Background: an optimization exercise with open tools, aiming at small area, a short achievable clock period and few clock cycles. Do not read the settings as production practice.
Where RTL was checked, it was by simulation tests only, not by an equivalence proof against the original.
Power figures rest on the tool's default switching activity, not on a simulated workload.

## xcc_fifo128
module xcc_fifo128 (
    input  wire        clk,
    input  wire        rst,
    input  wire        p_cmd_valid,
    input  wire [15:0] p_cmd,
    input  wire [31:0] p_mdata,
    output reg         p_rsp_valid,
    output reg  [15:0] p_rsp,
    input  wire        c_cmd_valid,
    input  wire [15:0] c_cmd,
    output reg         c_rsp_valid,
    output reg  [15:0] c_rsp
);
    localparam [2:0] ST_OK      = 3'd0;
    localparam [2:0] ST_FULL    = 3'd1;
    localparam [2:0] ST_EMPTY   = 3'd2;
    localparam [2:0] ST_ILLEGAL = 3'd7;
    localparam [3:0] C_RESERVED_OPCODE  = 4'd1;
    localparam [3:0] C_RESERVED_BITS    = 4'd2;
    localparam [3:0] C_ARG_RANGE        = 4'd3;
    localparam [3:0] C_NO_GRANT         = 4'd4;
    localparam [3:0] C_GRANT_OPEN       = 4'd5;
    localparam [3:0] C_GRANT_OVERRUN    = 4'd6;
    localparam [3:0] C_GRANT_INCOMPLETE = 4'd7;
    localparam [3:0] C_NO_VIEW          = 4'd8;
    localparam [3:0] C_VIEW_OPEN        = 4'd9;
    localparam [4:0] FRAME_LAST = 5'd29;
    reg  [7:0] mem [0:127];
  ...
Size in the first run: ~3900 cells after synthesis, about 1400 flip-flops, ~100 I/O pins.
clock: 7.0 ns
lec_check: 0
cap_margin: 20
core_margin: 2
core_utilization: 40
cts_buf_list: sky130_fd_sc_hd__clkbuf_8
setup_slack_margin: 4.3
slew_margin: 20
synth_hierarchical: 1
synth_minimum_keep_size: 0
tns_end_percent: 5
standard.sh (not shown) runs the stock make flow with config.mk's settings and CLKGATE_MAP_FILE= SYNTH_SCRIPT=/design/flow/synth_recipe.tcl, a recipe that flattens the netlist after the stock synthesis.
==> flow/flow/run.sh <==
#!/bin/bash
# The standard layout (the standard.sh, standard synthesis included),
# with the port buffers that buffer_ports inserts made buf_4 cells instead
# of the weakest buffer it picks by default. Every port still gets its own
# buffer. make's full output goes to standard_flow.log here; ORFS's own
# per-step logs are under orfs/logs.
set -euo pipefail
export BUFFER_PORTS_ARGS="-buffer_cell sky130_fd_sc_hd__buf_4"
bash standard.sh "BUFFER_PORTS_ARGS=-buffer_cell sky130_fd_sc_hd__buf_4" finish > standard_flow.log 2>&1
==> next run, changes <==
--- a/flow/design.v
+++ b/flow/design.v
@@ -311,20 +311,20 @@
     generate
         for (gi = 0; gi < 16; gi = gi + 1) begin : g_grp
             xcc_fifo128_ao8 u_ao (
                 .d0(mem[8*gi]),   .d1(mem[8*gi+1]), .d2(mem[8*gi+2]), .d3(mem[8*gi+3]),
                 .d4(mem[8*gi+4]), .d5(mem[8*gi+5]), .d6(mem[8*gi+6]), .d7(mem[8*gi+7]),
                 .s(r_sel[8*gi +: 8]), .y(r_grp[gi]));
         end
     endgenerate
-    wire [127:0] r_grps = {r_grp[15], r_grp[14], r_grp[13], r_grp[12],
-                           r_grp[11], r_grp[10], r_grp[9],  r_grp[8],
-                           r_grp[7],  r_grp[6],  r_grp[5],  r_grp[4],
-                           r_grp[3],  r_grp[2],  r_grp[1],  r_grp[0]};
+    wire [7:0] r_mem = r_grp[0]  | r_grp[1]  | r_grp[2]  | r_grp[3]  |
+                       r_grp[4]  | r_grp[5]  | r_grp[6]  | r_grp[7]  |
+                       r_grp[8]  | r_grp[9]  | r_grp[10] | r_grp[11] |
+                       r_grp[12] | r_grp[13] | r_grp[14] | r_grp[15];
     wire       r_fwd   = w_en && (w_addr == r_pa);
     wire       r_hit   = r_pvalid && (c_arg[6:0] == r_pidx);
     wire       r_done  = r_wait && r_ready;
     wire [7:0] c_rbin_arg = c_rbin + c_arg;
     wire c_take = c_cmd_valid && !r_wait;
     wire c_try  = c_take && c_ok_t;
     wire c_peek = c_take && c_ok_p;
     wire c_rel  = c_take && c_ok_r;
@@ -345,20 +345,18 @@
             c_rdata = {4'd0, c_cause};
             c_rst   = ST_ILLEGAL;
         end
         if (r_wait) begin
             c_rdata = w_data;
             c_rst   = ST_OK;
         end
     end
-    wire [7:0] c_byte;
-    xcc_fifo128_rsel u_rsel (.g(r_grps), .sel(c_mem), .alt(c_rdata), .y(c_byte));
     always @(posedge clk) begin
-        c_rsp <= {c_byte, 5'b00000, c_rst};
+        c_rsp <= {c_mem ? r_mem : c_rdata, 5'b00000, c_rst};
     end
     always @(posedge clk) begin
         if (!c_err) begin
             c_ecause <= c_cause;
             c_ecmd   <= c_cmd;
         end
     end
     always @(posedge clk) begin
@@ -414,20 +412,8 @@
 module xcc_fifo128_ao8 (
     input  wire [7:0] d0, d1, d2, d3, d4, d5, d6, d7,
     input  wire [7:0] s,
     output wire [7:0] y
 );
     assign y = (d0 & {8{s[0]}}) | (d1 & {8{s[1]}}) | (d2 & {8{s[2]}}) | (d3 & {8{s[3]}}) |
                (d4 & {8{s[4]}}) | (d5 & {8{s[5]}}) | (d6 & {8{s[6]}}) | (d7 & {8{s[7]}});
 endmodule
-module xcc_fifo128_rsel (
-    input  wire [127:0] g,
-    input  wire         sel,
-    input  wire [7:0]   alt,
-    output wire [7:0]   y
-);
-    wire [7:0] o = g[7:0]     | g[15:8]    | g[23:16]   | g[31:24]   |
-                   g[39:32]   | g[47:40]   | g[55:48]   | g[63:56]   |
-                   g[71:64]   | g[79:72]   | g[87:80]   | g[95:88]   |
-                   g[103:96]  | g[111:104] | g[119:112] | g[127:120];
-    assign y = sel ? o : alt;
-endmodule
Effect: Wire length climbs by about 0.8%. Clock power hardly moves. Synthesized cell count rose by 2.3%. Synthesized area goes up by 0.93%. Setup slack improved by 0.087 ns. Die area is higher by about 0.9%. Power stays flat. First-iteration DRC count goes up by 18%. Cell count is higher by about 0.7%. Sequential power is about the same. Maximum frequency rises by about 3%.
Testbench counts after the change, summed over its fixed seeds: cycles 6,942.
For the first run of this note, only the layout was checked, not whether the RTL still works.

separate check: timing with driven ports:
Ports are ideal in the flow. The routed layouts listed here were re-timed in OpenROAD.
Step 1: set_driving_cell puts a clkbuf_16 on clk and a buf_2 on each other input, an assumption about the parent block.
Step 2 times the ports against the registers' clock, not the clock port: input delays grow and output delays shrink by t, the midpoint of the rising clock arrivals with the driver on.
Slacks: ideal ports / drivers / drivers and shift; pairs: ideal ports / drivers.
run	t, ns	setup WS [ns]	hold WS [ns]	latest minus earliest clock arrival (ns)	worst slew at a driven data input, ns
the first run	0.980	3.867 / 3.914 / 2.934	0.481 / 0.481 / 0.481	0.038 / 0.038	0.13
the second run	0.986	3.954 / 3.954 / 3.124	0.468 / 0.468 / 0.468	0.074 / 0.073	0.14
After both steps every run listed still meets setup and hold. The setup slack of the first run, which loses most, moves by +0.047 ns with the drivers and by -0.933 ns with both steps.
